Source: an optimization exercise on an open RTL-to-GDS flow (aim: small area). Production flows keep margins and buffers that such runs may drop.
In this exercise RTL edits were held to simulation tests only and were not proved equivalent to the original.
Power and IR drop assume default switching activity.

==> design.v <==
module tfds_core (
    input  wire        clk,
    input  wire        rst,
    input  wire        tick,
    input  wire        cmd_valid,
    input  wire [31:0] cmd,
    output wire        cmd_ready,
    output reg         rsp_valid,
    output reg         rsp_err,
    output reg  [31:0] rsp_data,
    input  wire        p_stop_motor,
    input  wire        p_scan_media,
    input  wire        p_write_en,
    input  wire        p_data_in,
    output wire        p_media_set,
    output wire        p_motor_on,
    output wire        p_ready,
    output wire        p_rw_media,
    output wire        p_data_out,
    output wire        p_clk_out
);
    localparam [1:0] DISARMED = 2'd0, GAP = 2'd1, XFER = 2'd2;
    localparam [1:0] NONE = 2'd0, BUF0 = 2'd1, BUF1 = 2'd2;
    localparam [7:0] OP_SETSIG   = 8'h10, OP_RDSIG   = 8'h11, OP_POLL   = 8'h12,
                     OP_RDSIGS   = 8'h13, OP_PUSH    = 8'h20, OP_PULL   = 8'h21,
                     OP_CONSUME  = 8'h22, OP_BUFWR   = 8'h23, OP_BUFRD  = 8'h24,
                     OP_CRCRST   = 8'h30, OP_CRCUPD  = 8'h31, OP_WRSEED = 8'h32,
                     OP_RDCRC    = 8'h33, OP_ARM     = 8'h40, OP_DISARM = 8'h41,
                     OP_WRCFG    = 8'h42, OP_WRGAP   = 8'h43, OP_WRSIDE = 8'h44,
                     OP_RDSTATUS = 8'h45, OP_RDPOS   = 8'h46, OP_RDBITS = 8'h47,
                     OP_RDGAP    = 8'h48, OP_RDCFG   = 8'h49, OP_CLRERR = 8'h4A,
                     OP_RDGAPLEN = 8'h4B;
    localparam [3:0] R_ZERO = 4'd0, R_TMP = 4'd1, R_SIGS = 4'd2, R_CRC = 4'd3,
                     R_STATUS = 4'd4, R_POS = 4'd5, R_BITS = 4'd6, R_GAP = 4'd7,
                     R_CFG = 4'd8, R_GAPLEN = 4'd9;
    function [15:0] crc_update;
        input [15:0] c_in;
        input [7:0]  byte_in;
        integer i;
        reg [15:0] c;
        reg        fb;
        begin
            c = c_in;
            for (i = 0; i < 8; i = i + 1) begin
                fb = c[0];
                c  = c >> 1;
                if (fb)
                    c = c ^ 16'h8408;
                if (byte_in[i])
                    c = c ^ 16'h8000;
            end
            crc_update = c;
        end
    endfunction
    reg [3:0]  sig_out;          
    reg [2:0]  sig_in;           
    reg        sel;
    reg [7:0]  cur;
    reg [1:0]  refill;
    reg [15:0] crc;
    reg [15:0] seed;
    reg [1:0]  fsm;
    reg        ph;
    reg [2:0]  bx;               
    reg [7:0]  cur_byte;
    reg [23:0] gap_cnt;
    reg [23:0] gap_len;
    reg [31:0] pos;              
    reg [7:0]  side;
    reg [4:0]  cfg;              
    reg        data_out;
    reg        clk_out;
    reg        underrun;
    reg        abort;
    reg        cmderr;
    reg [3:0]  rsel;             
    reg [7:0]  rtmp;             
    reg [1:0]  rot;
    reg        lam;
    reg        ewbv;             
    reg [8:0]  ewb_addr;
    reg [7:0]  ewb_data;
    reg        nbv;              
    reg [2:0]  rce, rcc;         
    reg        pendv, pend_wr;   
    reg [8:0]  pend_addr;
    reg [7:0]  pend_data;
    reg [2:0]  hcnt;             
    reg        hall;             
    reg [7:0]  sh0;              
    reg        t_we;             
    reg [7:0]  t_wdata;
    reg [7:0]  nb_data;
    wire cfg_dir      = cfg[0];
    wire cfg_emitmsb  = cfg[1];
    wire cfg_capmsb   = cfg[2];
    wire cfg_firstone = cfg[3];
    wire cfg_crcen    = cfg[4];
    wire       armed    = (fsm != DISARMED);
    wire [2:0] bitssent = armed ? bx : 3'd0;
    wire [31:0] bitcnt  = {pos[28:0], bx};
    assign p_media_set = ~sig_out[0];
    assign p_motor_on  =  sig_out[1];
    assign p_ready     =  sig_out[2];
    assign p_rw_media  =  sig_out[3];
    assign p_data_out  = data_out;
    assign p_clk_out   = clk_out;
    wire [7:0]  op  = cmd[31:24];
    wire [7:0]  fa  = cmd[23:16];
    wire [7:0]  fb  = cmd[15:8];
    wire [7:0]  fc  = cmd[7:0];
    wire        lo_zero = (cmd[23:0] == 24'd0);
    wire ok_bufwr = (op == OP_BUFWR) && (fa[7:1] == 7'd0);
    wire ok_push  = (op == OP_PUSH)  && (fa == 8'd0) && (fb == 8'd0) && !armed;
    wire ok_bufrd = (op == OP_BUFRD) && (fa[7:1] == 7'd0) && (fc == 8'd0);
    wire ok_pull  = (op == OP_PULL)  && lo_zero && !armed;
    wire ok_arm   = (op == OP_ARM)   && lo_zero && !armed;
    wire       c_wr   = ok_bufwr | ok_push;
    wire       c_rd   = ok_bufrd | ok_pull;
    wire       c_mem  = c_wr | c_rd;
    wire [8:0] c_addr = (ok_push | ok_pull) ? {sel, cur} : {fa[0], fb};
    wire       e_near = armed && (bx[2:1] == 2'b11);
    wire       c_long = c_rd ? (rce != 3'd0 || (e_near && !cfg_dir)) :
                               (rcc != 3'd0 || (e_near && cfg_dir));
    assign cmd_ready = !(hcnt != 3'd0 && (hall || c_mem));
    wire   cmd_go    = cmd_valid & cmd_ready & ~rst;
    wire c_slot  = (rot == c_addr[1:0]);
    wire wr_acc  = cmd_go && c_wr;
    wire rd_acc  = cmd_go && c_rd;
    wire c_fwd_e = ewbv && (ewb_addr == c_addr);
    wire c_fwd_t = t_we && ({sel, cur} == c_addr);
    wire rd_defer = rd_acc && !c_slot && !c_fwd_t && !c_fwd_e;
    wire p_slot  = pendv && (rot == pend_addr[1:0]);
    wire cap_we  = t_we && !rst;
    wire p_kill  = pend_wr && cap_we && ({sel, cur} == pend_addr);
    wire p_wr_go = p_slot && pend_wr && !p_kill;
    wire p_rd_go = p_slot && !pend_wr && !rst;
    wire h_rd_go = (rd_acc && c_slot) || p_rd_go;
    wire h_wr_go = (wr_acc && c_slot) || p_wr_go;
    wire [8:0] h_addr = (rd_acc || wr_acc) ? c_addr : pend_addr;
    wire nb_want  = armed && !cfg_dir && !nbv && (rot == cur[1:0]);
    wire ewb_want = ewbv && (rot == ewb_addr[1:0]);
    wire [6:0]    tap_loop = h_rd_go ? h_addr[8:2] : {sel, cur[7:2]};
    wire [1023:0] taps;
    reg  [7:0]    tap_raw;
    wire [7:0]    tap = tap_raw ^ {8{lam}};
    integer ti, tg;
    reg [7:0]  t_lo;
    reg [15:0] t_hi;
    reg [7:0]  t_grp;
    always @* begin
        for (ti = 0; ti < 8; ti = ti + 1)
            t_lo[ti] = (tap_loop[2:0] == ti);
        for (tg = 0; tg < 16; tg = tg + 1)
            t_hi[tg] = (tap_loop[6:3] == tg);
        tap_raw = 8'h00;
        for (tg = 0; tg < 16; tg = tg + 1) begin
            t_grp = 8'h00;
            for (ti = 0; ti < 8; ti = ti + 1)
                t_grp = t_grp | ({8{t_lo[ti]}} & taps[(tg*8+ti)*8 +: 8]);
            tap_raw = tap_raw | ({8{t_hi[tg]}} & t_grp);
        end
    end
    reg        mem_we;
    reg  [6:0] mem_wloop;
    reg  [7:0] mem_wd;
    reg        wq_we, wq_nwe;
    reg  [6:0] wq_loop, wq_nloop;
    reg  [7:0] wq_data;
    always @(posedge clk) begin
        wq_we    <= mem_we;
        wq_nwe   <= ~mem_we;
        wq_loop  <= mem_wloop;
        wq_nloop <= ~mem_wloop;
        wq_data  <= mem_wd ^ {8{lam}};
    end
    genvar gi;
    generate
        for (gi = 0; gi < 128; gi = gi + 1) begin : lp
            reg [7:0] q0, q1, q2, q3;
            wire w  = wq_we && (wq_loop == gi);
            wire nw = wq_nwe || (wq_nloop != 7'd127 - gi);
            always @(posedge clk) begin
                q0 <= q3;
                q1 <= ~((q0 | {8{w}}) & ({8{nw}} | wq_data));
                q2 <= q1;
                q3 <= q2;
            end
            assign taps[gi*8 +: 8] = q3;
        end
    endgenerate
    always @(posedge clk) begin
        rot <= rot + 2'd1;
        if (rot == 2'd3)
            lam <= ~lam;
    end
    reg [3:0]  n_sig_out;
    reg [2:0]  n_sig_in;
    reg        n_sel;
    reg [7:0]  n_cur;
    reg [1:0]  n_refill;
    reg [15:0] n_crc;
    reg [15:0] n_seed;
    reg [1:0]  n_fsm;
    reg        n_ph;
    reg [2:0]  n_bx;
    reg [7:0]  n_cur_byte;
    reg [23:0] n_gap_cnt;
    reg [23:0] n_gap_len;
    reg [31:0] n_pos;
    reg [7:0]  n_side;
    reg [4:0]  n_cfg;
    reg        n_data_out;
    reg        n_clk_out;
    reg        n_underrun;
    reg        n_abort;
    reg        n_cmderr;
    reg        t_done;           
    reg        r_err;
    reg [3:0]  r_sel;
    reg [7:0]  r_tmp;
    reg        xfer_tick;
    reg [2:0]  k;
    reg [7:0]  nb;
    reg        dis;
    reg        crc_ok;
    reg        ok;
    reg        crc_go;
    reg [7:0]  crc_byte;
    reg [7:0]  h_rdata;
    wire [15:0] crc_new = crc_update(crc, crc_byte);
    always @* begin
        n_sig_out  = sig_out;
        n_sig_in   = sig_in;
        n_sel      = sel;
        n_cur      = cur;
        n_refill   = refill;
        n_crc      = crc;
        n_seed     = seed;
        n_fsm      = fsm;
        n_ph       = ph;
        n_bx       = bx;
        n_cur_byte = cur_byte;
        n_gap_cnt  = gap_cnt;
        n_gap_len  = gap_len;
        n_pos      = pos;
        n_side     = side;
        n_cfg      = cfg;
        n_data_out = data_out;
        n_clk_out  = clk_out;
        n_underrun = underrun;
        n_abort    = abort;
        n_cmderr   = cmderr;
        t_we    = 1'b0;
        t_wdata = 8'h00;
        t_done  = 1'b0;
        r_err = 1'b0;
        r_sel = R_ZERO;
        r_tmp = 8'h00;
        xfer_tick = 1'b0;
        k         = 3'd0;
        nb        = 8'h00;
        ok        = 1'b0;
        crc_go    = 1'b0;
        crc_byte  = fc;
        if (tick && armed) begin
            n_clk_out = ph;
            if (fsm == GAP) begin
                if (cfg_dir && cfg_firstone) begin
                    if (!ph && p_data_in)
                        n_fsm = XFER;
                end else if (gap_cnt != 24'd0) begin
                    n_gap_cnt = gap_cnt - 24'd1;
                    if (!cfg_dir)
                        n_data_out = ~data_out;
                end else begin
                    n_fsm     = XFER;
                    xfer_tick = 1'b1;
                end
            end else begin
                xfer_tick = 1'b1;
            end
            if (xfer_tick && !ph) begin
                n_bx = bx + 3'd1;
                if (!cfg_dir) begin
                    k = cfg_emitmsb ? (3'd7 - bx) : bx;
                    n_data_out = cur_byte[k];
                    if (bx == 3'd7) begin
                        t_done     = 1'b1;
                        if (cfg_crcen)
                            crc_byte = cur_byte;
                        n_cur_byte = nb_data;
                    end
                end else begin
                    k = cfg_capmsb ? (3'd7 - bx) : bx;
                    nb = cur_byte;
                    nb[k] = p_data_in;
                    if (bx == 3'd7) begin
                        t_done     = 1'b1;
                        if (cfg_crcen)
                            crc_byte = nb;
                        t_we       = 1'b1;
                        t_wdata    = nb;
                        n_cur_byte = 8'h00;
                    end else begin
                        n_cur_byte = nb;
                    end
                end
                if (t_done) begin
                    crc_go = cfg_crcen;
                    n_pos  = pos + 32'd1;
                    n_cur  = cur + 8'd1;
                    if (cur == 8'hFF) begin
                        n_sel = ~sel;
                        if (refill != NONE)
                            n_underrun = 1'b1;
                        n_refill = sel ? BUF1 : BUF0;
                    end
                end
            end
            n_ph = ~ph;
        end
        if (t_we && {sel, cur} == c_addr)
            h_rdata = t_wdata;
        else if (c_fwd_e)
            h_rdata = ewb_data;
        else
            h_rdata = tap;
        dis    = (n_fsm == DISARMED);
        crc_ok = dis || !cfg_crcen;
        if (cmd_go) begin
            case (op)
                OP_SETSIG: begin
                    ok = (fa <= 8'd3) && (fb == 8'd0) && (fc <= 8'd1);
                    if (ok)
                        n_sig_out[fa[1:0]] = fc[0];
                end
                OP_RDSIG: begin
                    ok = (fa <= 8'd6) && (fb == 8'd0) && (fc == 8'd0);
                    r_sel = R_TMP;
                    r_tmp = {7'd0, fa[2] ? n_sig_in[fa[1:0]] : n_sig_out[fa[1:0]]};
                end
                OP_POLL: begin
                    ok = lo_zero;
                    r_sel = R_SIGS;
                    if (ok)
                        n_sig_in = ~{p_write_en, p_scan_media, p_stop_motor};
                end
                OP_RDSIGS: begin
                    ok = lo_zero;
                    r_sel = R_SIGS;
                end
                OP_PUSH: begin
                    ok = ok_push;
                    if (ok) begin
                        n_cur   = n_cur + 8'd1;
                        if (n_cur == 8'd0) begin
                            n_sel = ~n_sel;
                            if (n_refill != NONE)
                                n_underrun = 1'b1;
                            n_refill = n_sel ? BUF0 : BUF1;
                        end
                    end
                end
                OP_PULL: begin
                    ok = ok_pull;
                    r_sel = R_TMP;
                    r_tmp = h_rdata;
                    if (ok) begin
                        n_cur  = n_cur + 8'd1;
                        if (n_cur == 8'd0) begin
                            n_sel = ~n_sel;
                            if (n_refill != NONE)
                                n_underrun = 1'b1;
                            n_refill = n_sel ? BUF0 : BUF1;
                        end
                    end
                end
                OP_CONSUME: begin
                    ok = lo_zero;
                    r_sel = R_TMP;
                    r_tmp = {6'd0, n_refill};
                    if (ok)
                        n_refill = NONE;
                end
                OP_BUFWR: begin
                    ok = ok_bufwr;
                end
                OP_BUFRD: begin
                    ok = ok_bufrd;
                    r_sel = R_TMP;
                    r_tmp = h_rdata;
                end
                OP_CRCRST: begin
                    ok = lo_zero && crc_ok;
                    if (ok)
                        n_crc = seed;
                end
                OP_CRCUPD: begin
                    ok = (fa == 8'd0) && (fb == 8'd0) && crc_ok;
                    r_sel = R_CRC;
                    if (ok)
                        crc_go = 1'b1;
                end
                OP_WRSEED: begin
                    ok = (fa == 8'd0) && dis;
                    if (ok)
                        n_seed = cmd[15:0];
                end
                OP_RDCRC: begin
                    ok = lo_zero;
                    r_sel = R_CRC;
                end
                OP_ARM: begin
                    ok = ok_arm;
                    if (ok) begin
                        n_sel      = 1'b0;
                        n_refill   = NONE;
                        n_bx       = 3'd0;
                        n_ph       = 1'b0;
                        n_gap_cnt  = gap_len;
                        n_crc      = seed;
                        n_pos      = 32'd0;
                        n_data_out = 1'b0;
                        n_clk_out  = 1'b0;
                        if (!cfg_dir) begin
                            n_cur_byte = sh0;
                            n_cur      = 8'd1;
                        end else begin
                            n_cur_byte = 8'h00;
                            n_cur      = 8'd0;
                        end
                        n_fsm = GAP;
                    end
                end
                OP_DISARM: begin
                    ok = lo_zero;
                    if (ok && !dis) begin
                        if (n_fsm == XFER && n_bx != 3'd0)
                            n_abort = 1'b1;
                        n_fsm      = DISARMED;
                        n_cur_byte = 8'h00;
                    end
                end
                OP_WRCFG: begin
                    ok = (fa == 8'd0) && (fb == 8'd0) && (fc[7:5] == 3'd0) && dis;
                    if (ok)
                        n_cfg = fc[4:0];
                end
                OP_WRGAP: begin
                    ok = dis;
                    if (ok)
                        n_gap_len = cmd[23:0];
                end
                OP_WRSIDE: begin
                    ok = (fa == 8'd0) && (fb == 8'd0);
                    if (ok)
                        n_side = fc;
                end
                OP_RDSTATUS: begin
                    ok = lo_zero;
                    r_sel = R_STATUS;
                end
                OP_RDPOS: begin
                    ok = lo_zero;
                    r_sel = R_POS;
                end
                OP_RDBITS: begin
                    ok = lo_zero;
                    r_sel = R_BITS;
                end
                OP_RDGAP: begin
                    ok = lo_zero;
                    r_sel = R_GAP;
                end
                OP_RDCFG: begin
                    ok = lo_zero;
                    r_sel = R_CFG;
                end
                OP_CLRERR: begin
                    ok = (fa == 8'd0) && (fb == 8'd0) && (fc[7:3] == 5'd0);
                    if (ok) begin
                        if (fc[0]) n_underrun = 1'b0;
                        if (fc[1]) n_abort    = 1'b0;
                        if (fc[2]) n_cmderr   = 1'b0;
                    end
                end
                OP_RDGAPLEN: begin
                    ok = lo_zero;
                    r_sel = R_GAPLEN;
                end
                default: ok = 1'b0;
            endcase
            if (!ok) begin
                n_cmderr = 1'b1;
                r_err    = 1'b1;
                r_sel    = R_ZERO;
            end
        end
        if (crc_go)
            n_crc = crc_new;
    end
    wire h_hits_ewb = wr_acc && c_fwd_e;
    wire ewb_drain  = ewb_want && !h_wr_go;
    wire h_tap_nb   = (h_addr[8:2] == {sel, cur[7:2]});
    wire nb_fetch   = nb_want && !(h_rd_go && !h_tap_nb);
    wire nb_hostwr  = wr_acc && (c_addr == {sel, cur});
    wire nb_pend    = pendv && pend_wr && (pend_addr == {sel, cur});
    always @* begin
        mem_we    = 1'b0;
        mem_wloop = ewb_addr[8:2];
        mem_wd    = ewb_data;
        if (h_wr_go) begin
            mem_we    = 1'b1;
            mem_wloop = h_addr[8:2];
            mem_wd    = wr_acc ? fc : pend_data;
        end else if (ewb_want) begin
            mem_we    = 1'b1;
        end
    end
    always @(posedge clk) begin
        if (cap_we && !(wr_acc && c_addr == {sel, cur})) begin
            ewbv     <= 1'b1;
            ewb_addr <= {sel, cur};
            ewb_data <= t_wdata;
        end else if (ewb_drain || h_hits_ewb) begin
            ewbv     <= 1'b0;
        end
        if ((t_done && !cfg_dir && !rst) || (cmd_go && ok_arm)) begin
            nbv    <= 1'b0;
        end else if (nb_hostwr) begin
            nbv     <= 1'b1;
            nb_data <= fc;
        end else if (nb_fetch) begin
            nbv     <= 1'b1;
            nb_data <= nb_pend ? pend_data :
                       (ewbv && ewb_addr == {sel, cur}) ? ewb_data : tap;
        end
        if ((wr_acc || rd_acc) && !c_slot) begin
            pendv     <= wr_acc || rd_defer;
            pend_wr   <= wr_acc;
            pend_addr <= c_addr;
            pend_data <= fc;
        end else if (p_slot || p_kill || (rst && !pend_wr)) begin
            pendv     <= 1'b0;
        end
        if (wr_acc && c_addr == 9'd0)
            sh0 <= fc;
        else if (cap_we && {sel, cur} == 9'd0)
            sh0 <= t_wdata;
        if (rst) begin
            hcnt <= 3'd3;
            hall <= 1'b0;
        end else if (cmd_go && c_mem) begin
            hcnt <= c_long ? 3'd7 : 3'd3;
            hall <= c_rd;
        end else if (hcnt != 3'd0) begin
            hcnt <= hcnt - 3'd1;
        end
    end
    always @* begin
        case (rsel)
            R_TMP:    rsp_data = {24'd0, rtmp};
            R_SIGS:   rsp_data = {22'd0, clk_out, data_out, 1'b0, sig_in, sig_out};
            R_CRC:    rsp_data = {16'd0, crc};
            R_STATUS: rsp_data = {cur_byte, 1'b0, cmderr, abort, underrun,
                                  1'b0, bitssent, cur, 1'b0, refill, sel,
                                  ph, armed, fsm};
            R_POS:    rsp_data = pos;
            R_BITS:   rsp_data = bitcnt;
            R_GAP:    rsp_data = {8'd0, gap_cnt};
            R_CFG:    rsp_data = {seed, side, 3'd0, cfg};
            R_GAPLEN: rsp_data = {8'd0, gap_len};
            default:  rsp_data = 32'd0;
        endcase
    end
    always @(posedge clk) begin
        if (rst) begin
            sig_out   <= 4'd0;
            sig_in    <= 3'd0;
            sel       <= 1'b0;
            cur       <= 8'd0;
            refill    <= NONE;
            crc       <= 16'd0;
            seed      <= 16'd0;
            fsm       <= DISARMED;
            ph        <= 1'b0;
            bx        <= 3'd0;
            cur_byte  <= 8'd0;
            gap_cnt   <= 24'd0;
            gap_len   <= 24'd0;
            pos       <= 32'd0;
            side      <= 8'd0;
            cfg       <= 5'b00010;
            data_out  <= 1'b0;
            clk_out   <= 1'b0;
            underrun  <= 1'b0;
            abort     <= 1'b0;
            cmderr    <= 1'b0;
            rsp_valid <= 1'b0;
            rce       <= 3'd4;
            rcc       <= 3'd4;
        end else begin
            if ((t_done && !cfg_dir) || (cmd_go && ok_arm && !cfg_dir))
                rce <= 3'd4;
            else if (rce != 3'd0)
                rce <= rce - 3'd1;
            if (t_we)
                rcc <= 3'd4;
            else if (rcc != 3'd0)
                rcc <= rcc - 3'd1;
            sig_out   <= n_sig_out;
            sig_in    <= n_sig_in;
            sel       <= n_sel;
            cur       <= n_cur;
            refill    <= n_refill;
            crc       <= n_crc;
            seed      <= n_seed;
            fsm       <= n_fsm;
            ph        <= n_ph;
            bx        <= n_bx;
            cur_byte  <= n_cur_byte;
            gap_cnt   <= n_gap_cnt;
            gap_len   <= n_gap_len;
            pos       <= n_pos;
            side      <= n_side;
            cfg       <= n_cfg;
            data_out  <= n_data_out;
            clk_out   <= n_clk_out;
            underrun  <= n_underrun;
            abort     <= n_abort;
            cmderr    <= n_cmderr;
            rsp_valid <= (cmd_go && !rd_defer) || p_rd_go;
        end
        if (cmd_go) begin
            rsp_err <= r_err;
            rsel    <= r_sel;
            rtmp    <= r_tmp;
        end else if (p_rd_go) begin
            rtmp    <= tap;          
        end
    end
endmodule
==> flow/run.sh <==
#!/bin/bash
# Own flow: the standard synthesis script, but with Yosys's default ABC
# mapping script in place of ORFS's abc_area.script (registers are mapped
# before ABC, so they keep the standard synthesis's names and cells); then
# the standard layout, with clock tree synthesis using large sink clusters
# and no dummy loads.
set -euo pipefail
W=$PWD
{
  head -1 synth_recipe.tcl
  echo 'proc abc {args} { set i [lsearch -exact $args -script]; if {$i >= 0} { set args [lreplace $args $i [expr {$i + 1}]] }; yosys abc {*}$args }'
  tail -n +2 synth_recipe.tcl
} > my_synth.tcl
sed -e "s#$W/synth_recipe.tcl#$W/my_synth.tcl#" -e 's#"\${@:-finish}"#synth#' standard.sh > synth_only.sh
grep -q my_synth.tcl synth_only.sh
bash synth_only.sh > synth_flow.log 2>&1
export CTS_ARGS="-sink_clustering_enable -repair_clock_nets -dont_use_dummy_load -sink_clustering_size 30 -sink_clustering_max_diameter 45 -buf_list {sky130_fd_sc_hd__clkbuf_8 sky130_fd_sc_hd__clkbuf_16}"
bash standard.sh > standard_flow.log 2>&1
==> standard.sh <==
#!/bin/bash
# synth_recipe.tcl (not shown) runs the flow's synth.tcl, then flattens the netlist and writes it again
# the make line also repeats each setting of config.mk as NAME=value (left out here)
make -C /OpenROAD-flow-scripts/flow DESIGN_CONFIG=/design/flow/config.mk WORK_HOME=/design/flow/orfs CLKGATE_MAP_FILE= SYNTH_SCRIPT=/design/flow/synth_recipe.tcl "${@:-finish}"
==> config.mk <==
export PLATFORM = sky130hd
export DESIGN_NAME = tfds_core
export DESIGN_NICKNAME = tfds_core
export VERILOG_FILES = /design/flow/design.v
export SDC_FILE = /design/flow/constraint.sdc
export NUM_CORES = 4
export LEC_CHECK = 0
export ABC_AREA = 1
export CAP_MARGIN = 20
export CORE_MARGIN = 2
export CORE_UTILIZATION = 55
export PLACE_DENSITY = 0.65
export SLEW_MARGIN = 20
export SYNTH_MEMORY_MAX_BITS = 8192
==> constraint.sdc <==
create_clock -name core_clock -period 10.0 [get_ports {clk}]
set_input_delay 2.0000 -clock core_clock [delete_from_list [all_inputs] [get_ports {clk}]]
set_output_delay 2.0000 -clock core_clock [all_outputs]
set_load 0.01 [all_outputs]
==> key figures, run 1 <==
Run status
  – Outcome: timing/DRC/antenna clean

Route
  – Highest metal used: met5
  – M1 WL: 136000 microns
  – Via density per instance: 6.09
  – Drt first pass iters: 13
  – DRT antenna net count: 0
  – Wire length per cell: 28.8 microns
  – WL met3: 30300 microns
  – Via count: 67.6k
  – DR iter-0 viols: 9145
  – Routed WL: 320000 microns
  – Drc violations: 0
  – Met2 routed WL: 139000 microns

Cells and area
  – Layout area overhead: 11.7%
  – Non-Filler Instances: 11.1k
  – Net count, final: 8506
  – Fillers: 15.1k
  – Final Cell Area: 124000 sq um
  – Most frequent cells in the layout: dfxtp_1 (4289), o22ai_1 (1055), nor2_1 (406)
  – Share of cells above drive strength 1: 7.24%
  – Fin util: 61.9%
  – Commonest non-fill, non-tap cell in the layout: dfxtp_1

Worst setup path
  – Crit path DAT: 9.59 ns
  – Worst Setup SP: cmd[17]
  – R2R Path Start: fsm[0]
  – Worst path cell trace: clkdlybuf4s50_1 > inv_1 > ha_1 > nand4b_1 > nor4_1 > buf_4 > a21o_4 > a21oi_2 > xnor2_1 > nor2_1 > a21boi_4 > mux2i_4 > nor3_2 > buf_12 > buf_4 > a222oi_1 > a31oi_1 > nor4_1 > nand3_1 > nor4_2 > xnor2_1 > a21oi_1 > a21oi_1 > o21ai_1
  – Worst Path Required: 10.64 ns
  – RR Endpoint: rtmp[0]
  – Critical path class: primary input to flop
  – Setup crit end: rtmp[0]
  – CP top delay family: simple AND/OR/NAND/NOR gates
  – Slowest stage delay, CP: 0.84 ns
  – FF-to-FF path depth: 21
  – Crit path launch type: primary input
  – CP Max Fanout: 48
  – Critical Path Stages: 24
  – Worst Setup End Kind: flop
  – R2r setup slk: 2.86 ns
  – CP bufs+invs: 5
  – Critical path's slowest cell: nor4_1

Logic synthesis
  – Mean area per synthesized cell: 13.5 sq um
  – Cell count after synthesis: 8205
  – Async SR Flop Fraction: 0%
  – FF+latch count, synth: 4363
  – Post-synth top flop: dfxtp_1
  – Synth warn: 1
  – Post-Syn Area: 111000 sq um
  – Number of synthesized flops with an enable pin: 66
  – Seq/Total Area, Yosys: 79.4%
  – Syn nets: 8267
  – Distinct cell type count after synthesis: 81

Timing
  – Tcrit/Tclk final: 89.5%
  – Final Critical Period: 8.95 ns
  – RSZ-0062 raised after global routing: false
  – Setup TNS: 0 ns
  – Final Hold Viols: 0
  – Max frequency: 0.112 GHz
  – Slew Limit Fails: 0
  – Fin Hold WS: 0.233 ns
  – Slew @ Worst Pin: 1.20 ns
  – Setup Skew: 0.0963 ns
  – Slew headroom: 19.5%
  – Setup ws final: 1.05 ns
  – Final setup viols: 0

Place
  – Inst Count DP: 10.8k
  – Port Buffers: 80
  – Pre-CTS setup slack: 0.404 ns
  – Post-Place Cell Area: 115000 sq um
  – RD Place Congestion: 0.982
  – HPWL Detailed: 206000 microns

Floorplanning
  – Num ports: 81
  – Core Region: 200000 sq um
  – Total die area: 205000 sq um
  – Die width: 453 microns
  – Die height: 453 microns
  – Initial Utilization: 55.4%
  – FP Rows: 164

Global route
  – Largest net degree at the start of global routing: 104
  – GRT Total Usage: 30.5%
  – First-pass GRT wire length: 459000 microns
  – Grt total ovfl: 0
  – Initial antenna violation count: 12
  – Vias in the first global route: 65.7k

CTS
  – Post-CTS setup buffers: 0
  – Clock Path Buffers: 4
  – Post-CTS resize count: 0
  – Cts hold-fix bufs: 0
  – Root Driver: clkbuf_16
  – Reg clk slew, reported paths: 0.08 ns
  – CTS H-tree lvls: 5
  – CTS tree: done
  – Worst-Skew Late Latency: 0.99 ns
  – Clk sinks: 4363
  – CTS Buf Count: 340

Power
  – Pwr/cell area: 235 nW/um^2
  – VDD IR max: 211 uV
  – Leakage power: 46.4 nW
  – Tot Pwr: 29.2 mW

Min path
  – Hold Path Class: flop to flop

Job
  – Max-cap viol count: 0
[worst min-delay path by stage]
stage / startpoint / cells past startpoint / to / slack (ns)
6_report: lp[76].q1[3] / 0 / lp[76].q2[3] / 0.23
5_1_grt: lp[76].q1[3] / 0 / lp[76].q2[3] / 0.23
4_1_cts: lp[76].q1[3] / 0 / lp[76].q2[3] / 0.24
3_5_place_dp: lp[103].q2[5] / 0 / lp[103].q3[5] / 0.31
3_3_place_gp: lp[66].q1[5] / 0 / lp[66].q2[5] / 0.31
2_1_floorplan: lp[0].q1[0] / 0 / lp[0].q2[0] / 0.31
[Yosys cell counts, drive strengths merged, types with 28 or more instances]
library cell	instances	area, sq um
nor3	88	467
clkbuf	279	1050
a222oi	285	2850
nand3	68	345
buf	71	374
nand4	28	175
and3	32	200
dfxtp	4297	86000
o22ai	1055	6600
a22oi	173	1300
nand2	373	1400
a21oi	241	1210
a31oi	116	726
nor4	58	397
xnor2	69	604
nor2	409	1540
xor2	46	403
o21ai	123	616
inv	51	191
edfxtp	66	1980
[final cells by class]
| type | instances | area (sq um) | share of cell area, % |
|---|---|---|---|
| Sequential cell | 4363 | 88000 | 71.1 |
| Multi-Input combinational cell | 3439 | 21500 | 17.4 |
| Clock buffer | 340 | 8510 | 6.87 |
| Tap cell | 2656 | 3320 | 2.68 |
| Timing Repair Buffer | 247 | 2250 | 1.82 |
| Inverter | 53 | 199 | 0.161 |
| Antenna cell | 2 | 5.00 | 0.00404 |
[sequential cells by signal, summed over array words and instances (netlist names), 9 cells and up]
name	cells
gap_len	24
ewb_addr	9
lp.q1	1024
lp.q2	1024
pend_addr	9
seed	16
lp.q3	1024
crc	16
pos	32
lp.q0	1024
gap_cnt	24
[report_power, final]
| part | internal, mW | leakage (nW) | total (mW) | switching (mW) |
|---|---|---|---|---|
| clock | 5.99 | 4.19 | 11.6 | 5.57 |
| sequential | 17.4 | 36.4 | 17.4 | 0.0123 |
| combinational | 0.0620 | 5.82 | 0.171 | 0.109 |
| total | 23.5 | 46.4 | 29.2 | 5.69 |
[worst register-to-register path: cells and delay by family, from the launching register on]
family	cells	cell delay (ns)
xor+xnor	2	0.44
simple gates	7	2.94
buf+inv	3	0.70
compound gates	8	1.91
mux	1	0.51
flops	1	0.36
[per-layer routing]
metal	vias to the layer above	track usage [%]
met1	33300	43.0
li1	30000	-
met2	3510	45.6
met3	755	6.66
met5	-	0
met4	6	12.3
[cells by family after synthesis]
| kind of cell | share of synthesized area, % |
|---|---|
| simple gates | 4.85 |
| fa+ha+maj | 0.248 |
| compound gates | 12.7 |
| buf+inv | 1.46 |
| xor+xnor | 0.908 |
| flops | 79.4 |
| mux | 0.498 |
==> inputs of run 2 (changes only) <==
--- a/config.mk
+++ b/config.mk
@@ -7,8 +7,8 @@
 export LEC_CHECK = 0
 export ABC_AREA = 1
-export CAP_MARGIN = 20
+export CAP_MARGIN = 10
 export CORE_MARGIN = 2
-export CORE_UTILIZATION = 55
-export PLACE_DENSITY = 0.65
-export SLEW_MARGIN = 20
+export CORE_UTILIZATION = 62
+export PLACE_DENSITY = 0.72
+export SLEW_MARGIN = 10
 export SYNTH_MEMORY_MAX_BITS = 8192
==> run 2 against run 1 <==
Compared with the run above:
- global-route usage grew 3.7 points
- utilization grew 6.7 points
- total power shrank 3.0%
- clock power shrank 8%
- via count grew 0.40%
- sequential share of layout area grew 0.99 points
- final area shrank 1.4%
- still clean
- cell count shrank 3.4%
- critical path depth shrank 3
- first-iteration DRC count grew 4.7%
- setup slack lost 0.047 ns
- sequential power is essentially flat
- highest routed layer unchanged
==> key figures, run 2 <==
Timing
  – Max frequency: 0.111 GHz (was 0.112 GHz)
  – Final Hold Viols: 0 (unchanged)
  – Tcrit/Tclk final: 89.9% (was 89.5%)
  – Slew Limit Fails: 0 (unchanged)
  – Slew headroom: 8.01% (was 19.5%)
  – Slew @ Worst Pin: 1.38 ns (was 1.20 ns)
  – Fin Hold WS: 0.245 ns (was 0.233 ns)
  – Setup TNS: 0 ns (unchanged)
  – Final setup viols: 0 (unchanged)
  – RSZ-0062 raised after global routing: false (unchanged)
  – Setup Skew: 0.0896 ns (was 0.0963 ns)
  – Final Critical Period: 8.99 ns (was 8.95 ns)

Logic synthesis
  – Async SR Flop Fraction: 0% (unchanged)
  – Seq/Total Area, Yosys: 79.4% (unchanged)
  – Post-Syn Area: 111000 sq um (unchanged)
  – Most common cell in the netlist: dfxtp_1 (unchanged)
  – Post-synth top flop: dfxtp_1 (unchanged)
  – Synth warn: 1 (unchanged)
  – Cell count after synthesis: 8205 (unchanged)
  – Mean area per synthesized cell: 13.5 sq um (unchanged)
  – Top cell type's share of synthesized area: 77.6% (unchanged)
  – Syn nets: 8267 (unchanged)
  – Number of synthesized flops with an enable pin: 66 (unchanged)
  – Distinct cell type count after synthesis: 81 (unchanged)
  – Area leader, netlist: dfxtp_1 (unchanged)
  – Synth top area cells: dfxtp_1 (78%), o22ai_1 (6.0%), a222oi_1 (2.6%) (unchanged)
  – FF+latch count, synth: 4363 (unchanged)
  – Post-synth top cells: dfxtp_1 (4297), o22ai_1 (1055), nor2_1 (409) (unchanged)

Cells and area
  – Most frequent cells in the layout: dfxtp_1 (4289), o22ai_1 (1055), nor2_1 (404) (was dfxtp_1 (4289), o22ai_1 (1055), nor2_1 (406))
  – Layout area overhead: 10.2% (was 11.7%)
  – Fin util: 68.6% (was 61.9%)
  – Net count, final: 8431 (was 8506)
  – Commonest non-fill, non-tap cell in the layout: dfxtp_1 (unchanged)
  – Final Cell Area: 122000 sq um (was 124000 sq um)
  – Share of cells above drive strength 1: 6.38% (was 7.24%)

Floorplanning
  – Total die area: 182000 sq um (was 205000 sq um)
  – Die width: 427 microns (was 453 microns)
  – Die height: 427 microns (was 453 microns)
  – Num ports: 81 (unchanged)
  – Core Region: 178000 sq um (was 200000 sq um)
  – Initial Utilization: 62.3% (was 55.4%)
  – FP Rows: 155 (was 164)

Global route
  – Initial antenna violation count: 9 (was 12)
  – First-pass GRT wire length: 455000 microns (was 459000 microns)
  – GRT Total Usage: 34.2% (was 30.5%)
  – Largest net degree at the start of global routing: 113 (was 104)
  – Grt total ovfl: 0 (unchanged)
  – Vias in the first global route: 66.0k (was 65.7k)

Route
  – Via count: 67.9k (was 67.6k)
  – DR iter-0 viols: 9574 (was 9145)
  – Routed WL: 317000 microns (was 320000 microns)
  – Drc violations: 0 (unchanged)
  – Drt first pass iters: 13 (unchanged)
  – Wire length per cell: 29.6 microns (was 28.8 microns)
  – DRT antenna net count: 0 (unchanged)
  – Via density per instance: 6.33 (was 6.09)

Worst setup path
  – Worst Path Required: 10.63 ns (was 10.64 ns)
  – Worst Setup End Kind: flop (unchanged)
  – R2R Path Start: fsm[0] (unchanged)
  – Slowest stage delay, CP: 0.87 ns (was 0.84 ns)
  – Worst path most repeated cell: nor4_1
  – RR Endpoint: nb_data[4] (was rtmp[0])
  – Crit path launch type: primary input (unchanged)
  – R2r setup slk: 2.91 ns (was 2.86 ns)
  – Critical path's slowest cell: nor4_1 (unchanged)
  – Critical path class: primary input to flop (unchanged)
  – CP Max Fanout: 44 (was 48)
  – Worst path cell trace: clkdlybuf4s50_1 > nor4_1 > nand2_1 > nor4_1 > a21o_4 > a21oi_2 > xnor2_1 > nor2_1 > a21boi_4 > mux2i_4 > nor3_2 > buf_12 > a222oi_1 > a31oi_1 > nor4_1 > nand2_1 > nor4_1 > xnor2_1 > a21oi_1 > a21oi_1 > a21oi_1 (was clkdlybuf4s50_1 > inv_1 > ha_1 > nand4b_1 > nor4_1 > buf_4 > a21o_4 > a21oi_2 > xnor2_1 > nor2_1 > a21boi_4 > mux2i_4 > nor3_2 > buf_12 > buf_4 > a222oi_1 > a31oi_1 > nor4_1 > nand3_1 > nor4_2 > xnor2_1 > a21oi_1 > a21oi_1 > o21ai_1)
  – Crit path DAT: 9.63 ns (was 9.59 ns)
  – FF-to-FF path depth: 19 (was 21)

CTS
  – Clock Path Buffers: 4 (unchanged)
  – Post-CTS resize count: 0 (unchanged)
  – Reg clk slew, reported paths: 0.09 ns (was 0.08 ns)
  – Cts hold-fix bufs: 0 (unchanged)
  – CTS tree: done (unchanged)
  – CTS H-tree lvls: 5 (unchanged)
  – Worst-Skew Late Latency: 0.96 ns (was 0.99 ns)
  – Clk sinks: 4363 (unchanged)
  – Post-CTS setup buffers: 0 (unchanged)
  – Root Driver: clkbuf_16 (unchanged)
  – CTS Buf Count: 298 (was 340)

Place
  – HPWL Detailed: 204000 microns (was 206000 microns)
  – Port Buffers: 80 (unchanged)
  – RD Place Congestion: 0.965 (was 0.982)
  – Post-Place Cell Area: 115000 sq um (about the same)

Power
  – Clock power frac: 37.8% (was 39.6%)
  – Pwr/cell area: 231 nW/um^2 (was 235 nW/um^2)
  – Logic pwr share: 0.6% (about the same)
  – Internal: 22.8 mW (was 23.5 mW)
  – Sequential share of power: 61.7% (was 59.8%)
  – Leakage power: 45.7 nW (was 46.4 nW)
  – VDD IR max: 179 uV (was 211 uV)
  – NetSw: 5.52 mW (was 5.69 mW)
  – Switching share of power: 19.5% (about the same)

Min path
  – Hold-critical path depth: 0 (unchanged)
  – Hold Path Class: flop to flop (unchanged)
  – Hold worst-path end: lp[19].q3[2] (was lp[76].q2[3])
  – Hold Path Origin: lp[19].q2[2] (was lp[76].q1[3])

Job
  – Max-cap viol count: 0 (unchanged)

Run status
  – Outcome: timing/DRC/antenna clean (unchanged)
==> run 2: stage by stage <==
step | std cells | worst slack, ns | power (mW)
finish | 10700 | 1.01 | 28.3
global route | 10700 | 0.625 | 28.9
global placement | 10400 | 0.240 | 18.0
CTS | 10700 | 1.27 | 28.3
detailed placement | 10400 | 0.352 | 18.0
floorplan | 8205 | 3.04 | 17.9
==> run 2: cell type report <==
type,count,area [sq um]
well taps,2355,2950
fillers,12300,55900
multi-input cells,3439,21500
inverters,53,199
diodes,4,10.0
repair buffers,214,1990
clock buffers,298,7460
flip-flops and latches,4363,88000
==> run 2: critical path: cells and delay by family <==
| family | cells | cell delay, ns |
|---|---|---|
| XOR/XNOR | 2 | 0.48 |
| AND/OR/NAND/NOR | 8 | 3.54 |
| AO/OA/AOI/OAI | 8 | 2.20 |
| multiplexers | 1 | 0.49 |
| buffers and inverters | 2 | 0.81 |
==> run 2: cell families after synthesis <==
family | synth area share [%]
flip-flops | 79.4
XOR/XNOR | 0.908
AO/OA/AOI/OAI | 12.7
buffers and inverters | 1.46
AND/OR/NAND/NOR | 4.85
multiplexers | 0.498
adder cells (fa/ha/maj) | 0.248
==> run 2: layer usage <==
metal	global-route usage [%]	routed length (microns)	part of all wire (%)
met1	47.0	131000	41
met2	51.5	138000	44
met3	7.49	30900	9.7
met4	16.5	17400	5.5
met5	0	58	0.018
==> run 2: worst max path at each step <==
stage	startpoint	to	slack (ns)	cells after the start
final	cmd[24]	nb_data[4]	1.01	21
after global routing	cmd[24]	nb_data[4]	0.62	23
after CTS	cmd[24]	nb_data[1]	1.27	20
after detailed placement	cmd[24]	nb_data[1]	0.35	20
after global placement	cmd[24]	nb_data[1]	0.24	20
after floorplan	cmd[5]	nb_data[5]	3.04	22
==> run 2: power by group through the flow <==
stage	Combinational (mW)	Sequential, mW	Clock [mW]
after floorplan	0.0912	17.8	0
after global routing	0.179	17.4	11.3
final	0.167	17.4	10.7
after detailed placement	0.163	17.8	0
after global placement	0.155	17.8	0
after CTS	0.164	17.4	10.7
==> inputs of run 3 (changes only) <==
--- a/flow/run.sh
+++ b/flow/run.sh
@@ -15,4 +15,4 @@
 grep -q my_synth.tcl synth_only.sh
 bash synth_only.sh > synth_flow.log 2>&1
-export CTS_ARGS="-sink_clustering_enable -repair_clock_nets -dont_use_dummy_load -sink_clustering_size 30 -sink_clustering_max_diameter 45 -buf_list {sky130_fd_sc_hd__clkbuf_8 sky130_fd_sc_hd__clkbuf_16}"
+export CTS_ARGS="-sink_clustering_enable -repair_clock_nets -dont_use_dummy_load -sink_clustering_size 36 -sink_clustering_max_diameter 55 -buf_list {sky130_fd_sc_hd__clkbuf_8 sky130_fd_sc_hd__clkbuf_16}"
 bash standard.sh > standard_flow.log 2>&1
==> run 3 against run 2 <==
Compared with the run above:
- the layout now fails its checks (antenna violations)
- register-to-register slack lost 0.04 ns
- sequential share of layout area is 1.7 points higher
- clock skew is 0.00092 ns lower
- via count shrank 1.1%
- sequential power about the same
- global-route usage down 0.59 points
- synthesized area is the same
- clock power shrank 23%
- critical endpoint is now nb_data[1]
- largest cell class unchanged
- largest power group unchanged
==> key figures, run 3 <==
Run status
  – Outcome: finished with violations (was timing/DRC/antenna clean)
  – Layout check faults: antenna violations

Route
  – Met2 routed WL: 136000 microns (was 138000 microns)
  – M1 WL: 129000 microns (was 131000 microns)
  – DRT antenna net count: 1 (was 0)
  – Via count: 67.1k (was 67.9k)
  – Highest metal used: met5 (unchanged)
  – Via density per instance: 6.32 (was 6.33)
  – Drt first pass iters: 12 (was 13)
  – Wire length per cell: 29.4 microns (was 29.6 microns)
  – Routed WL: 312000 microns (was 317000 microns)
  – WL met3: 30700 microns (was 30900 microns)
  – Drc violations: 0 (unchanged)
  – DR iter-0 viols: 9128 (was 9574)

Place
  – RD Place Congestion: 0.965 (unchanged)
  – Post-Place Cell Area: 115000 sq um (unchanged)
  – Port Buffers: 80 (unchanged)
  – HPWL Detailed: 204000 microns (unchanged)
  – Inst Count DP: 10.4k (unchanged)

Worst setup path
  – CP Max Fanout: 84 (was 44)
  – FF-to-FF path depth: 18 (was 19)
  – Slowest stage delay, CP: 1.15 ns (was 0.87 ns)
  – Crit path launch type: primary input (unchanged)
  – Worst Setup SP: cmd[24] (unchanged)
  – Worst path cell trace: clkdlybuf4s50_1 > nor4_1 > nand2_1 > nor4_1 > a21o_4 > a21oi_2 > xnor2_1 > nor2_1 > a21boi_4 > mux2i_4 > nor3_2 > buf_12 > a222oi_1 > a31oi_1 > nor4_1 > nand3_1 > xnor2_1 > a21oi_1 > a21oi_1 > a21oi_1 (was clkdlybuf4s50_1 > nor4_1 > nand2_1 > nor4_1 > a21o_4 > a21oi_2 > xnor2_1 > nor2_1 > a21boi_4 > mux2i_4 > nor3_2 > buf_12 > a222oi_1 > a31oi_1 > nor4_1 > nand2_1 > nor4_1 > xnor2_1 > a21oi_1 > a21oi_1 > a21oi_1)
  – Worst Path Required: 10.54 ns (was 10.63 ns)
  – Worst Setup End Kind: flop (unchanged)
  – Critical path's slowest cell: nor4_1 (unchanged)
  – Critical path class: primary input to flop (unchanged)
  – RR Endpoint: nb_data[1] (was nb_data[4])
  – R2R Path Start: fsm[0] (unchanged)
  – Crit path DAT: 9.62 ns (was 9.63 ns)
  – R2r setup slk: 2.87 ns (was 2.91 ns)

CTS
  – Worst-Skew Late Latency: 0.88 ns (was 0.96 ns)
  – Post-CTS resize count: 0 (unchanged)
  – CTS tree: done (unchanged)
  – Cts hold-fix bufs: 0 (unchanged)
  – Reg clk slew, reported paths: 0.12 ns (was 0.09 ns)
  – Clock Path Buffers: 3 (was 4)
  – Root Driver: clkbuf_16 (unchanged)
  – CTS Buf Count: 184 (was 298)
  – CTS H-tree lvls: 4 (was 5)
  – Post-CTS setup buffers: 0 (unchanged)
  – Clk sinks: 4363 (unchanged)

Cells and area
  – Most frequent cells in the layout: dfxtp_1 (4289), o22ai_1 (1055), nor2_1 (404) (unchanged)
  – Non-Filler Instances: 10.6k (was 10.7k)
  – Net count, final: 8317 (was 8431)
  – Multi-input gate area: 21500 sq um (about the same)
  – Share of cells above drive strength 1: 5.08% (was 6.38%)
  – Register area: 88000 sq um (unchanged)
  – Fillers: 12.6k (was 12.3k)
  – Final Cell Area: 119000 sq um (was 122000 sq um)
  – Commonest non-fill, non-tap cell in the layout: dfxtp_1 (unchanged)
  – Layout area overhead: 7.60% (was 10.2%)

Global route
  – First-pass GRT wire length: 447000 microns (was 455000 microns)
  – Initial antenna violation count: 9 (unchanged)
  – Largest net degree at the start of global routing: 113 (unchanged)
  – GRT Total Usage: 33.6% (was 34.2%)
  – Grt total ovfl: 0 (unchanged)
  – Vias in the first global route: 64.2k (was 66.0k)

Logic synthesis
  – Area leader, netlist: dfxtp_1 (unchanged)
  – Mean area per synthesized cell: 13.5 sq um (unchanged)
  – Post-Syn Area: 111000 sq um (unchanged)
  – Cell count after synthesis: 8205 (unchanged)
  – Synth top area cells: dfxtp_1 (78%), o22ai_1 (6.0%), a222oi_1 (2.6%) (unchanged)
  – Number of synthesized flops with an enable pin: 66 (unchanged)
  – Top cell type's share of synthesized area: 77.6% (unchanged)
  – Post-synth top cells: dfxtp_1 (4297), o22ai_1 (1055), nor2_1 (409) (unchanged)
  – Post-synth top flop: dfxtp_1 (unchanged)
  – Distinct cell type count after synthesis: 81 (unchanged)
  – FF+latch count, synth: 4363 (unchanged)
  – Synth warn: 1 (unchanged)
  – Seq/Total Area, Yosys: 79.4% (unchanged)
  – Syn nets: 8267 (unchanged)
  – Async SR Flop Fraction: 0% (unchanged)
  – Most common cell in the netlist: dfxtp_1 (unchanged)

Timing
  – RSZ-0062 raised after global routing: false (unchanged)
  – Final Hold Viols: 0 (unchanged)
  – Setup Skew: 0.0887 ns (was 0.0896 ns)
  – Slew headroom: 12.0% (was 8.01%)
  – Tcrit/Tclk final: 90.8% (was 89.9%)
  – Final setup viols: 0 (unchanged)
  – Setup TNS: 0 ns (unchanged)
  – Final Critical Period: 9.08 ns (was 8.99 ns)
  – Slew @ Worst Pin: 1.32 ns (was 1.38 ns)
  – Slew Limit Fails: 0 (unchanged)
  – Max frequency: 0.110 GHz (was 0.111 GHz)

Job
  – Max-cap viol count: 0 (unchanged)

Floorplanning
  – Die height: 427 microns (unchanged)
  – Num ports: 81 (unchanged)
  – Initial Utilization: 62.3% (unchanged)
  – Core Region: 178000 sq um (unchanged)
  – FP Rows: 155 (unchanged)
  – Die width: 427 microns (unchanged)
  – Total die area: 182000 sq um (unchanged)

Min path
  – Hold Path Origin: lp[54].q1[0] (was lp[19].q2[2])
  – Hold Path Class: flop to flop (unchanged)
  – Hold-critical path depth: 0 (unchanged)
  – Hold worst-path end: lp[54].q2[0] (was lp[19].q3[2])

Power
  – Leakage power: 44.3 nW (was 45.7 nW)
  – Pwr/cell area: 217 nW/um^2 (was 231 nW/um^2)
  – VDD IR max: 187 uV (was 179 uV)
[run 3: kinds of logic (layout without fill, tap and decap cells)]
| kind of cell | count (synthesis) | in the layout | share of synthesized area, % |
|---|---|---|---|
| other | 0 | 8 | 0 |
| buffers and inverters | 403 | 451 | 1.46 |
| adder cells (fa/ha/maj) | 22 | 22 | 0.248 |
| XOR/XNOR | 115 | 115 | 0.908 |
| multiplexers | 46 | 46 | 0.498 |
| flip-flops | 4363 | 4363 | 79.4 |
| AND/OR/NAND/NOR | 1180 | 1180 | 4.85 |
| AO/OA/AOI/OAI | 2076 | 2076 | 12.7 |
[run 3: worst max-delay path by stage]
stage / end / slack (ns) / cells after the start
3_5_place_dp: nb_data[1] / 0.35 / 20
4_1_cts: nb_data[1] / 1.20 / 20
3_3_place_gp: nb_data[1] / 0.24 / 20
5_1_grt: nb_data[4] / 0.54 / 23
2_1_floorplan: nb_data[5] / 3.04 / 22
6_report: nb_data[1] / 0.92 / 20
[run 3: final cells by class]
| cell class | count | area share (%) |
|---|---|---|
| Sequential cell | 4363 | 73.8 |
| Clock buffer | 184 | 3.86 |
| Tap cell | 2355 | 2.47 |
| Antenna cell | 8 | 0.0168 |
| Timing Repair Buffer | 214 | 1.67 |
| Multi-Input combinational cell | 3439 | 18.0 |
| Inverter | 53 | 0.167 |
[run 3: worst max-delay path: cells and delay by family]
kind	cells	cell delay, ns
xor+xnor	2	0.57
mux	1	0.49
buf+inv	2	0.86
simple gates	7	3.45
compound gates	8	2.17
[run 3: through the flow]
step	hold WS, ns	utilization, %	power (mW)	setup WS, ns
floorplan	0.310	-	17.9	3.04
global placement	0.309	64.4	18.0	0.240
detailed placement	0.312	64.4	18.0	0.352
CTS	0.251	67.0	25.9	1.20
global route	0.253	67.0	26.5	0.538
finish	0.244	67.0	25.8	0.919
[run 3: where the power goes]
| part | total [mW] | leakage [nW] | switching (mW) | internal [mW] |
|---|---|---|---|---|
| logic | 0.167 | 5.65 | 0.107 | 0.0604 |
| clock network | 8.24 | 2.27 | 4.95 | 3.30 |
| registers | 17.4 | 36.4 | 0.0135 | 17.4 |
[run 3: metal layers]
layer  up-vias  GRT usage (%)
li1      29600              -
met3       803           6.82
met5         -              0
met4         8           16.0
met2      3835           50.4
met1     32800           47.0
==> inputs of run 4 (changes only) <==
--- a/flow/run.sh
+++ b/flow/run.sh
@@ -15,4 +15,4 @@
 grep -q my_synth.tcl synth_only.sh
 bash synth_only.sh > synth_flow.log 2>&1
-export CTS_ARGS="-sink_clustering_enable -repair_clock_nets -dont_use_dummy_load -sink_clustering_size 36 -sink_clustering_max_diameter 55 -buf_list {sky130_fd_sc_hd__clkbuf_8 sky130_fd_sc_hd__clkbuf_16}"
+export CTS_ARGS="-sink_clustering_enable -repair_clock_nets -dont_use_dummy_load -sink_clustering_size 34 -sink_clustering_max_diameter 52 -buf_list {sky130_fd_sc_hd__clkbuf_8 sky130_fd_sc_hd__clkbuf_16}"
 bash standard.sh > standard_flow.log 2>&1
==> run 4 against run 3 <==
Compared with the run above:
- the run now finishes clean
- cell count is essentially flat
- final area grew 0.25%
- hold slack gained 0.0084 ns
- sequential share of layout area shrank 0.18 points
- clock-buffer cell count grew 12
- largest power group unchanged
- register-to-register slack lost 0.02 ns
- critical path type unchanged
==> key figures, run 4 <==
Logic synthesis
  – Post-synth top flop: dfxtp_1 (unchanged)
  – Area leader, netlist: dfxtp_1 (unchanged)
  – Mean area per synthesized cell: 13.5 sq um (unchanged)
  – Syn nets: 8267 (unchanged)
  – FF+latch count, synth: 4363 (unchanged)
  – Async SR Flop Fraction: 0% (unchanged)
  – Cell count after synthesis: 8205 (unchanged)
  – Post-Syn Area: 111000 sq um (unchanged)
  – Number of synthesized flops with an enable pin: 66 (unchanged)
  – Synth warn: 1 (unchanged)
  – Synth top area cells: dfxtp_1 (78%), o22ai_1 (6.0%), a222oi_1 (2.6%) (unchanged)
  – Most common cell in the netlist: dfxtp_1 (unchanged)
  – Seq/Total Area, Yosys: 79.4% (unchanged)
  – Post-synth top cells: dfxtp_1 (4297), o22ai_1 (1055), nor2_1 (409) (unchanged)
  – Distinct cell type count after synthesis: 81 (unchanged)
  – Top cell type's share of synthesized area: 77.6% (unchanged)

Min path
  – Hold Path Origin: lp[55].q2[1] (was lp[54].q1[0])
  – Hold Path Class: flop to flop (unchanged)
  – Hold-critical path depth: 0 (unchanged)
  – Hold worst-path end: lp[55].q3[1] (was lp[54].q2[0])

Worst setup path
  – Worst Path Required: 10.53 ns (was 10.54 ns)
  – Crit path DAT: 9.60 ns (was 9.62 ns)
  – Worst path cell trace: clkdlybuf4s50_1 > nor4_1 > nand2_1 > nor4_1 > a21o_4 > a21oi_2 > xnor2_1 > nor2_1 > a21boi_4 > mux2i_4 > nor3_4 > buf_12 > buf_4 > a222oi_1 > a31oi_1 > or4_1 > nor3_1 > xnor2_1 > a21oi_1 > a21oi_1 > o22ai_1 (was clkdlybuf4s50_1 > nor4_1 > nand2_1 > nor4_1 > a21o_4 > a21oi_2 > xnor2_1 > nor2_1 > a21boi_4 > mux2i_4 > nor3_2 > buf_12 > a222oi_1 > a31oi_1 > nor4_1 > nand3_1 > xnor2_1 > a21oi_1 > a21oi_1 > a21oi_1)
  – Crit path launch type: primary input (unchanged)
  – Slowest stage delay, CP: 1.01 ns (was 1.15 ns)
  – Critical path class: primary input to flop (unchanged)
  – CP Max Fanout: 66 (was 84)
  – R2R Path Start: fsm[0] (unchanged)
  – Critical path's slowest cell: nor3_1 (was nor4_1)
  – FF-to-FF path depth: 19 (was 18)
  – Worst Setup End Kind: flop (unchanged)
  – RR Endpoint: rtmp[6] (was nb_data[1])
  – R2r setup slk: 2.85 ns (was 2.87 ns)

Timing
  – Slew Limit Fails: 0 (unchanged)
  – Setup Skew: 0.0967 ns (was 0.0887 ns)
  – Setup ws final: 0.924 ns (was 0.919 ns)
  – RSZ-0062 raised after global routing: false (unchanged)
  – Max frequency: 0.110 GHz (about the same)
  – Final Critical Period: 9.08 ns (about the same)
  – Setup TNS: 0 ns (unchanged)
  – Slew headroom: 13.1% (was 12.0%)
  – Slew @ Worst Pin: 1.29 ns (was 1.32 ns)
  – Final setup viols: 0 (unchanged)
  – Final Hold Viols: 0 (unchanged)
  – Tcrit/Tclk final: 90.8% (about the same)

Run status
  – Outcome: timing/DRC/antenna clean (was finished with violations)

Floorplanning
  – Die height: 427 microns (unchanged)
  – Num ports: 81 (unchanged)
  – Initial Utilization: 62.3% (unchanged)
  – FP Rows: 155 (unchanged)
  – Total die area: 182000 sq um (unchanged)
  – Die width: 427 microns (unchanged)
  – Core Region: 178000 sq um (unchanged)

Route
  – DRT antenna net count: 0 (was 1)
  – Drt first pass iters: 13 (was 12)
  – Routed WL: 312000 microns (about the same)
  – Via count: 67.2k (was 67.1k)
  – DR iter-0 viols: 9417 (was 9128)
  – Via density per instance: 6.32 (about the same)
  – Wire length per cell: 29.4 microns (about the same)
  – Drc violations: 0 (unchanged)

Global route
  – Vias in the first global route: 64.3k (was 64.2k)
  – First-pass GRT wire length: 447000 microns (about the same)
  – Largest net degree at the start of global routing: 113 (unchanged)
  – Initial antenna violation count: 9 (unchanged)
  – Grt total ovfl: 0 (unchanged)
  – GRT Total Usage: 33.6% (about the same)

CTS
  – Clock Path Buffers: 3 (unchanged)
  – Worst-Skew Late Latency: 0.89 ns (was 0.88 ns)
  – Post-CTS setup buffers: 0 (unchanged)
  – Reg clk slew, reported paths: 0.10 ns (was 0.12 ns)
  – Root Driver: clkbuf_16 (unchanged)
  – CTS Buf Count: 196 (was 184)
  – CTS H-tree lvls: 4 (unchanged)
  – Cts hold-fix bufs: 0 (unchanged)
  – Post-CTS resize count: 0 (unchanged)
  – Clk sinks: 4363 (unchanged)
  – CTS tree: done (unchanged)

Job
  – Max-cap viol count: 0 (unchanged)

Place
  – RD Place Congestion: 0.965 (unchanged)
  – HPWL Detailed: 204000 microns (unchanged)
  – Pre-CTS setup slack: 0.352 ns (unchanged)
  – Port Buffers: 80 (unchanged)

Cells and area
  – Register area: 88000 sq um (unchanged)
  – Multi-input gate area: 21500 sq um (about the same)
  – Fillers: 12.6k (about the same)
  – Layout area overhead: 7.87% (was 7.60%)
  – Net count, final: 8329 (was 8317)
  – Most frequent cells in the layout: dfxtp_1 (4289), o22ai_1 (1055), nor2_1 (404) (unchanged)
  – Commonest non-fill, non-tap cell in the layout: dfxtp_1 (unchanged)
  – Share of cells above drive strength 1: 5.23% (was 5.08%)

Power
  – Pwr/cell area: 218 nW/um^2 (was 217 nW/um^2)
  – VDD IR max: 194 uV (was 187 uV)
  – Leakage power: 44.5 nW (was 44.3 nW)
[run 4: cell types whose count changed in the layout (fill, tap and decap cells not counted)]
cell	before	now
clkbuf_16	184	196
diode_2	8	5
nor4_1	46	45
nor4_2	11	12
[run 4: kinds of logic after synthesis]
kind of cell             count (synthesis)  synth area share (%)
AO/OA/AOI/OAI                         2076                  12.7
XOR/XNOR                               115                 0.908
adder cells (fa/ha/maj)                 22                 0.248
multiplexers                            46                 0.498
buffers and inverters                  403                  1.46
flip-flops                            4363                  79.4
AND/OR/NAND/NOR                       1180                  4.85
[run 4: final cells by class]
type	count	share of cell area, %
Antenna cell	5	0.0105
Clock buffer	196	4.10
Inverter	53	0.166
Multi-Input combinational cell	3439	18.0
Sequential cell	4363	73.6
Tap cell	2355	2.46
Timing Repair Buffer	214	1.66
[run 4: where the power goes]
part / leakage [nW] / switching (mW) / internal (mW)
sequential: 36.4 / 0.0135 / 17.4
combinational: 5.65 / 0.106 / 0.0605
clock: 2.42 / 4.98 / 3.50
total: 44.5 / 5.10 / 21.0
[run 4: worst max-delay path by stage]
stage / start / endpoint / slack (ns) / depth (start not counted)
global route: cmd[24] / nb_data[4] / 0.53 / 23
global placement: cmd[24] / nb_data[1] / 0.24 / 20
floorplan: cmd[5] / nb_data[5] / 3.04 / 22
detailed placement: cmd[24] / nb_data[1] / 0.35 / 20
CTS: cmd[24] / nb_data[1] / 1.19 / 20
finish: cmd[24] / rtmp[6] / 0.92 / 21
[run 4: critical path, delay by kind of cell]
kind | cells | cell delay, ns
buf+inv | 3 | 1.10
mux | 1 | 0.49
simple gates | 7 | 3.57
xor+xnor | 2 | 0.47
compound gates | 8 | 1.90
[run 4: through the flow]
step	instance area (sq um)	utilization, %	instances	total power, mW	hold slack (ns)
4_1_cts	120000	67.2	10600	26.1	0.254
3_3_place_gp	115000	64.4	10400	18.0	0.309
5_1_grt	120000	67.2	10600	26.7	0.260
6_report	120000	67.2	10600	26.1	0.252
2_1_floorplan	111000	-	8205	17.9	0.310
3_5_place_dp	115000	64.4	10400	18.0	0.312
[run 4: per-layer routing]
| metal | track usage (%) | wire [microns] |
|---|---|---|
| met1 | 47.2 | 129000 |
| met2 | 51.0 | 138000 |
| met3 | 6.38 | 29900 |
| met4 | 14.9 | 15500 |
| met5 | 0 | 18 |
==> inputs of run 5 (changes only) <==
--- a/flow/run.sh
+++ b/flow/run.sh
@@ -15,4 +15,4 @@
 grep -q my_synth.tcl synth_only.sh
 bash synth_only.sh > synth_flow.log 2>&1
-export CTS_ARGS="-sink_clustering_enable -repair_clock_nets -dont_use_dummy_load -sink_clustering_size 34 -sink_clustering_max_diameter 52 -buf_list {sky130_fd_sc_hd__clkbuf_8 sky130_fd_sc_hd__clkbuf_16}"
+export CTS_ARGS="-sink_clustering_enable -repair_clock_nets -dont_use_dummy_load -sink_clustering_size 24 -sink_clustering_max_diameter 50 -buf_list {sky130_fd_sc_hd__clkbuf_8 sky130_fd_sc_hd__clkbuf_16}"
 bash standard.sh > standard_flow.log 2>&1
--- a/config.mk
+++ b/config.mk
@@ -7,8 +7,8 @@
 export LEC_CHECK = 0
 export ABC_AREA = 1
-export CAP_MARGIN = 10
+export CAP_MARGIN = 20
 export CORE_MARGIN = 2
-export CORE_UTILIZATION = 62
-export PLACE_DENSITY = 0.72
-export SLEW_MARGIN = 10
+export CORE_UTILIZATION = 55
+export PLACE_DENSITY = 0.65
+export SLEW_MARGIN = 20
 export SYNTH_MEMORY_MAX_BITS = 8192
==> run 5 against run 4 <==
Compared with the run above:
- still clean on timing, DRC and antenna
- first-iteration DRC count down 0.96%
- clock power grew 21%
- global-route usage fell by 3.3 points
- die area increased by 13%
- sequential power hardly changed
- clock-buffer cell count increased by 84
- flip-flop and latch count is the same
- critical path depth is 2 higher
- largest power group unchanged
==> key figures, run 5 <==
Cells and area
  – Register area: 88000 sq um (unchanged)
  – Final Cell Area: 122000 sq um (was 120000 sq um)
  – Most frequent cells in the layout: dfxtp_1 (4289), o22ai_1 (1055), nor2_1 (406) (was dfxtp_1 (4289), o22ai_1 (1055), nor2_1 (404))
  – Share of cells above drive strength 1: 6.57% (was 5.23%)
  – Layout area overhead: 10.3% (was 7.87%)
  – Multi-input gate area: 21500 sq um (about the same)
  – Fin util: 61.1% (was 67.2%)

CTS
  – Cts hold-fix bufs: 0 (unchanged)
  – Post-CTS resize count: 0 (unchanged)
  – Worst-Skew Late Latency: 0.95 ns (was 0.89 ns)
  – Post-CTS setup buffers: 0 (unchanged)
  – CTS Buf Count: 280 (was 196)
  – Reg clk slew, reported paths: 0.08 ns (was 0.10 ns)
  – CTS H-tree lvls: 5 (was 4)

Timing
  – Slew @ Worst Pin: 1.23 ns (was 1.29 ns)
  – Setup Skew: 0.0968 ns (was 0.0967 ns)
  – Slew Limit Fails: 0 (unchanged)
  – Final Hold Viols: 0 (unchanged)
  – Final setup viols: 0 (unchanged)

Floorplanning
  – Num ports: 81 (unchanged)
  – Die width: 453 microns (was 427 microns)
  – Total die area: 205000 sq um (was 182000 sq um)
  – Core Region: 200000 sq um (was 178000 sq um)
  – Initial Utilization: 55.4% (was 62.3%)
  – Die height: 453 microns (was 427 microns)
  – FP Rows: 164 (was 155)

Logic synthesis
  – Async SR Flop Fraction: 0% (unchanged)
  – Post-synth top flop: dfxtp_1 (unchanged)
  – Synth warn: 1 (unchanged)
  – Top cell type's share of synthesized area: 77.6% (unchanged)
  – Mean area per synthesized cell: 13.5 sq um (unchanged)
  – Adder-cell share of the synthesized area: 0.248% (unchanged)
  – Area leader, netlist: dfxtp_1 (unchanged)
  – Largest family of logic cells by synthesized area: compound AO/OA/AOI/OAI gates (unchanged)
  – Post-Syn Area: 111000 sq um (unchanged)
  – Synth Area in XOR/XNOR: 0.908% (unchanged)
  – Seq/Total Area, Yosys: 79.4% (unchanged)
  – Number of synthesized flops with an enable pin: 66 (unchanged)
  – Cell count after synthesis: 8205 (unchanged)
  – FF+latch count, synth: 4363 (unchanged)
  – Post-synthesis mux area share: 0.498% (unchanged)

Worst setup path
  – R2R Path Start: fsm[0] (unchanged)
  – FF-to-FF path depth: 20 (was 19)
  – Worst Path Required: 10.59 ns (was 10.53 ns)
  – CP Max Fanout: 38 (was 66)
  – RR Endpoint: rtmp[1] (was rtmp[6])
  – CP bufs+invs: 5 (was 3)
  – Worst path cell trace: clkdlybuf4s50_1 > inv_1 > ha_1 > nand4b_1 > nor4_1 > buf_4 > a21o_4 > a21oi_2 > xnor2_1 > nor2_1 > a21boi_4 > mux2i_4 > nor3_2 > buf_12 > buf_4 > a222oi_1 > a31oi_1 > nor4_1 > nand3_1 > xnor2_1 > a21oi_1 > o21ai_1 > a22oi_1 (was clkdlybuf4s50_1 > nor4_1 > nand2_1 > nor4_1 > a21o_4 > a21oi_2 > xnor2_1 > nor2_1 > a21boi_4 > mux2i_4 > nor3_4 > buf_12 > buf_4 > a222oi_1 > a31oi_1 > or4_1 > nor3_1 > xnor2_1 > a21oi_1 > a21oi_1 > o22ai_1)
  – Critical path class: primary input to flop (unchanged)
  – Crit path launch type: primary input (unchanged)
  – CP top delay family: simple AND/OR/NAND/NOR gates (unchanged)
  – Worst Setup End Kind: flop (unchanged)
  – R2r setup slk: 2.83 ns (was 2.85 ns)
  – Slowest stage delay, CP: 1.05 ns (was 1.01 ns)

Power
  – Leakage power: 45.7 nW (was 44.5 nW)
  – NetSw: 5.45 mW (was 5.10 mW)
  – Logic pwr share: 0.6% (about the same)
  – Pwr/cell area: 228 nW/um^2 (was 218 nW/um^2)

Global route
  – Grt total ovfl: 0 (unchanged)
  – First-pass GRT wire length: 456000 microns (was 447000 microns)
  – Largest net degree at the start of global routing: 104 (was 113)
  – Vias in the first global route: 64.9k (was 64.3k)
  – Initial antenna violation count: 11 (was 9)

Route
  – DR iter-0 viols: 9327 (was 9417)
  – DRT antenna net count: 0 (unchanged)
  – Via density per instance: 6.07 (was 6.32)
  – Drt first pass iters: 13 (unchanged)

Place
  – HPWL Detailed: 206000 microns (was 204000 microns)

Min path
  – Hold-critical path depth: 0 (unchanged)
  – Hold worst-path end: lp[123].q3[0] (was lp[55].q3[1])

Run status
  – Outcome: timing/DRC/antenna clean (unchanged)
[run 5: cell counts after synthesis]
Identical to the previous run, type by type.
[run 5: power by group through the flow]
stage | clock network (mW) | registers, mW | logic [mW]
CTS | 10.4 | 17.4 | 0.168
finish | 10.3 | 17.4 | 0.171
detailed placement | 0 | 17.8 | 0.167
floorplan | 0 | 17.8 | 0.0912
global placement | 0 | 17.8 | 0.158
global route | 11.1 | 17.4 | 0.186
[run 5: cells by family after synthesis]
group                      after synthesis
buffers and inverters                  403
AOI/OAI and AO/OA                     2076
DFF                                   4363
muxes                                   46
and+or+nand+nor                       1180
xor gates and xnor gates               115
adders and majority gates               22
[run 5: metrics by stage]
step	cells	power, mW	hold slack, ns
2_1_floorplan	8205	17.9	0.310
3_5_place_dp	10800	18.0	0.312
3_3_place_gp	10800	18.0	0.309
6_report	11000	27.9	0.251
5_1_grt	11000	28.7	0.253
4_1_cts	11000	28.0	0.254
[run 5: layout make-up]
cell class	instances	share of cell area, %
repair buffers	246	1.83
inverters	53	0.163
flip-flops and latches	4363	72.0
well taps	2656	2.72
diodes	2	0.00409
clock buffers	280	5.73
multi-input cells	3439	17.6
[run 5: worst max-delay path by stage]
stage,start,to,slack [ns],cells after the start
2_1_floorplan,cmd[5],nb_data[5],3.04,22
3_3_place_gp,cmd[17],rtmp[7],0.27,23
3_5_place_dp,cmd[7],nb_data[4],0.40,23
4_1_cts,cmd[7],nb_data[4],1.32,23
5_1_grt,cmd[17],nb_data[1],0.68,23
6_report,cmd[17],rtmp[1],1.01,23
[run 5: per-layer routing]
layer	global-route usage, %	vias up	part of all wire, %
met5	0	-	0.013
met4	12.0	6	4.2
met3	6.18	720	9.2
met2	45.3	3358	44
met1	43.1	33100	43
li1	-	29900	-
[run 5: worst register-to-register path: stages (launching register included)]
cell and delay, ns:
dfxtp_1 0.35, or2_2 0.45, nor4_1 0.28, buf_4 0.19, a21o_4 0.19, a21oi_2 0.13, xnor2_1 0.18, nor2_1 0.15
a21boi_4 0.56, mux2i_4 0.50, nor3_2 0.14, buf_12 0.24, buf_4 0.27, a222oi_1 0.58, a31oi_1 0.47, nor4_1 1.06
nand3_1 0.35, xnor2_1 0.37, a21oi_1 0.11, o21ai_1 0.16, a22oi_1 0.08
